Background: an optimization exercise with open tools, aiming at small area, a short achievable clock period and few clock cycles per item. Do not read the settings as production practice.

==> inputs of v6 <==
## scope_index_unit
module scope_index_unit (
    input  wire        clk,
    input  wire        rst,           
    input  wire        start,
    input  wire [2:0]  cfg_scope,
    input  wire [11:0] cfg_width_m1,  
    input  wire        s_valid,
    output wire        s_ready,
    input  wire [31:0] s_data,        
    output reg         m_valid,
    input  wire        m_ready,
    output reg  [2:0]  m_mask,        
    output reg  [21:0] m_addr0,
    output reg  [21:0] m_addr1,
    output reg  [21:0] m_addr2
);
Settings: LEC_CHECK=0, CAP_MARGIN=50, CORE_MARGIN=2, CORE_UTILIZATION=40, SLEW_MARGIN=50; clock period 28.0 ns.
standard.sh (not shown) runs the stock make flow with config.mk's settings and CLKGATE_MAP_FILE= SYNTH_SCRIPT=/design/flow/synth_recipe.tcl, a recipe that flattens the netlist after the stock synthesis.
==> flow/flow/run.sh <==
#!/bin/bash
# Own layout flow: the standard synthesis, then a netlist pass that re-assigns the
# polarity of the full-adder cells (and of gates that have a complemented twin) so that
# fewer inverters are needed (flow/polarity.py; registers and their names are untouched),
# then the standard layout, with the port buffers made of buf_4 cells and the delay
# cells (clkdlybuf4s*, dlygate*, dlymetal*) kept out of the layout's buffering.
# Each tool's output goes to a log file in this folder.
set -euo pipefail
R=$PWD/orfs/results/$FLOW_PLATFORM/scope_index_unit/base
LIB=$FLOW_HOME/platforms/$FLOW_PLATFORM/lib/sky130_fd_sc_hd__tt_025C_1v80.lib
bash standard.sh "$R/1_2_yosys.v" > synth.log 2>&1
cp "$R/1_2_yosys.v" "$R/1_2_yosys_standard.v"
python3 flow/polarity.py "$LIB" "$R/1_2_yosys_standard.v" "$R/1_2_yosys.v" > polarity.log 2>&1
DONT_USE="sky130_fd_sc_hd__probe_p_8 sky130_fd_sc_hd__probec_p_8 sky130_fd_sc_hd__lpflow_bleeder_1 sky130_fd_sc_hd__lpflow_clkbufkapwr_1 sky130_fd_sc_hd__lpflow_clkbufkapwr_16 sky130_fd_sc_hd__lpflow_clkbufkapwr_2 sky130_fd_sc_hd__lpflow_clkbufkapwr_4 sky130_fd_sc_hd__lpflow_clkbufkapwr_8 sky130_fd_sc_hd__lpflow_clkinvkapwr_1 sky130_fd_sc_hd__lpflow_clkinvkapwr_16 sky130_fd_sc_hd__lpflow_clkinvkapwr_2 sky130_fd_sc_hd__lpflow_clkinvkapwr_4 sky130_fd_sc_hd__lpflow_clkinvkapwr_8 sky130_fd_sc_hd__lpflow_decapkapwr_12 sky130_fd_sc_hd__lpflow_decapkapwr_3 sky130_fd_sc_hd__lpflow_decapkapwr_4 sky130_fd_sc_hd__lpflow_decapkapwr_6 sky130_fd_sc_hd__lpflow_decapkapwr_8 sky130_fd_sc_hd__lpflow_inputiso0n_1 sky130_fd_sc_hd__lpflow_inputiso0p_1 sky130_fd_sc_hd__lpflow_inputiso1n_1 sky130_fd_sc_hd__lpflow_inputiso1p_1 sky130_fd_sc_hd__lpflow_inputisolatch_1 sky130_fd_sc_hd__lpflow_isobufsrc_1 sky130_fd_sc_hd__lpflow_isobufsrc_16 sky130_fd_sc_hd__lpflow_isobufsrc_2 sky130_fd_sc_hd__lpflow_isobufsrc_4 sky130_fd_sc_hd__lpflow_isobufsrc_8 sky130_fd_sc_hd__lpflow_isobufsrckapwr_16 sky130_fd_sc_hd__lpflow_lsbuf_lh_hl_isowell_tap_1 sky130_fd_sc_hd__lpflow_lsbuf_lh_hl_isowell_tap_2 sky130_fd_sc_hd__lpflow_lsbuf_lh_hl_isowell_tap_4 sky130_fd_sc_hd__lpflow_lsbuf_lh_isowell_4 sky130_fd_sc_hd__lpflow_lsbuf_lh_isowell_tap_1 sky130_fd_sc_hd__lpflow_lsbuf_lh_isowell_tap_2 sky130_fd_sc_hd__lpflow_lsbuf_lh_isowell_tap_4  sky130_fd_sc_hd__clkdlybuf4s15_1 sky130_fd_sc_hd__clkdlybuf4s15_2 sky130_fd_sc_hd__clkdlybuf4s18_1 sky130_fd_sc_hd__clkdlybuf4s18_2 sky130_fd_sc_hd__clkdlybuf4s25_1 sky130_fd_sc_hd__clkdlybuf4s25_2 sky130_fd_sc_hd__clkdlybuf4s50_1 sky130_fd_sc_hd__clkdlybuf4s50_2 sky130_fd_sc_hd__dlygate4sd1_1 sky130_fd_sc_hd__dlygate4sd2_1 sky130_fd_sc_hd__dlygate4sd3_1 sky130_fd_sc_hd__dlymetal6s2s_1 sky130_fd_sc_hd__dlymetal6s4s_1 sky130_fd_sc_hd__dlymetal6s6s_1"
bash standard.sh "BUFFER_PORTS_ARGS=-buffer_cell sky130_fd_sc_hd__buf_4" "DONT_USE_CELLS=$DONT_USE" finish > layout.log 2>&1
Other scripts of this flow, unchanged in this note and not shown: flow/flow/polarity.py
==> v14 (differences from v6) <==
Settings changed: CAP_MARGIN 50 to 80, SLEW_MARGIN 50 to 80.
==> v18 (differences from v6) <==
Settings changed: CAP_MARGIN 50 to 20, SLEW_MARGIN 50 to 80.
==> out/metrics.cfg <==
[outcome]
status = timing/DRC/antenna clean

[route]
vias = 19800

[setup_path]
r2r_setup_slack_ps = 21290
cp.arrival_ps = 1200
cp.depth = 1
reg2reg_depth = 26
crit_end = m_addr2[20]

[final_layout]
signal_buffers = 317
utilization_pct = 47.4
sh_seq_area_pct = 21.0

[timing]
max_clock_freq_ghz = 0.147
hold_slack_ps = 456
period_share_pct = 24.3

[pwr]
p_sw_w = 0.000817
p_leak_nw = 14.3
vdd_drop_max_mv = 0.0618
seq-power_w = 0.000485
p_seq_share_pct = 25.4

[grt]
met1_usage_pct = 30.1
antenna_found_initial = 1

-- figures above: v18

==> out/metrics.cfg <==
[grt]
met1_usage_pct = 29.8
antenna_found_initial = 1

[pwr]
p_sw_w = 0.000810
p_leak_nw = 14.4
p_seq_share_pct = 25.2

[final_layout]
signal_buffers = 319

[timing]
hold_slack_ps = 468
period_share_pct = 24.2

[route]
vias = 19600

[setup_path]
reg2reg_depth = 27
cp.depth = 1
cp.arrival_ps = 1180

[outcome]
status = timing/DRC/antenna clean

-- figures above: v14

==> out/metrics.cfg <==
[outcome]
status = timing/DRC/antenna clean

[setup_path]
crit_end = p_m0[6]
r2r_setup_slack_ps = 20570
cp.arrival_ps = 7790
reg2reg_depth = 25
cp.depth = 25

[timing]
max_clock_freq_ghz = 0.135
hold_slack_ps = 457
period_share_pct = 26.5

[pwr]
p_sw_w = 0.000778
p_seq_share_pct = 30.6
vdd_drop_max_mv = 0.0560

[route]
vias = 19000

[final_layout]
sh_seq_area_pct = 22.2
utilization_pct = 44.5

[grt]
met1_usage_pct = 29.9

-- figures above: v6

Function was not checked in any run of this note: the RTL went through the layout flow alone.

==> port drivers added, routing unchanged <==
How much do the figures lean on ideal ports? The routed layouts below were timed once more, with nothing changed but the port constraints. Step 1 sets driving cells, clkbuf_16 on the clock port and buf_2 on the other inputs (assumed; they add their load-dependent delay and slew). Step 2 moves the port delays by t, midway between the first and last clock arrival at a register: inputs arrive t later, outputs are due t later. That takes back most of the time a late clock gives input paths. a / b / c = ideal / step 1 / step 2; a / b = the first two.
run	t (ns)	slack for setup (ns)	worst register clock-pin slew, ns	pins driven straight from the clock port
v6	0.653	20.570 / 20.570 / 20.477	0.08 / 0.08	1
v14	0.639	21.219 / 21.156 / 20.708	0.07 / 0.07	1
v18	0.647	21.202 / 21.141 / 20.704	0.07 / 0.07	1
After both steps every run listed still meets setup and hold. For v14, which loses most, drivers alone change the setup slack by -0.063 ns; drivers and shift together by -0.511 ns.
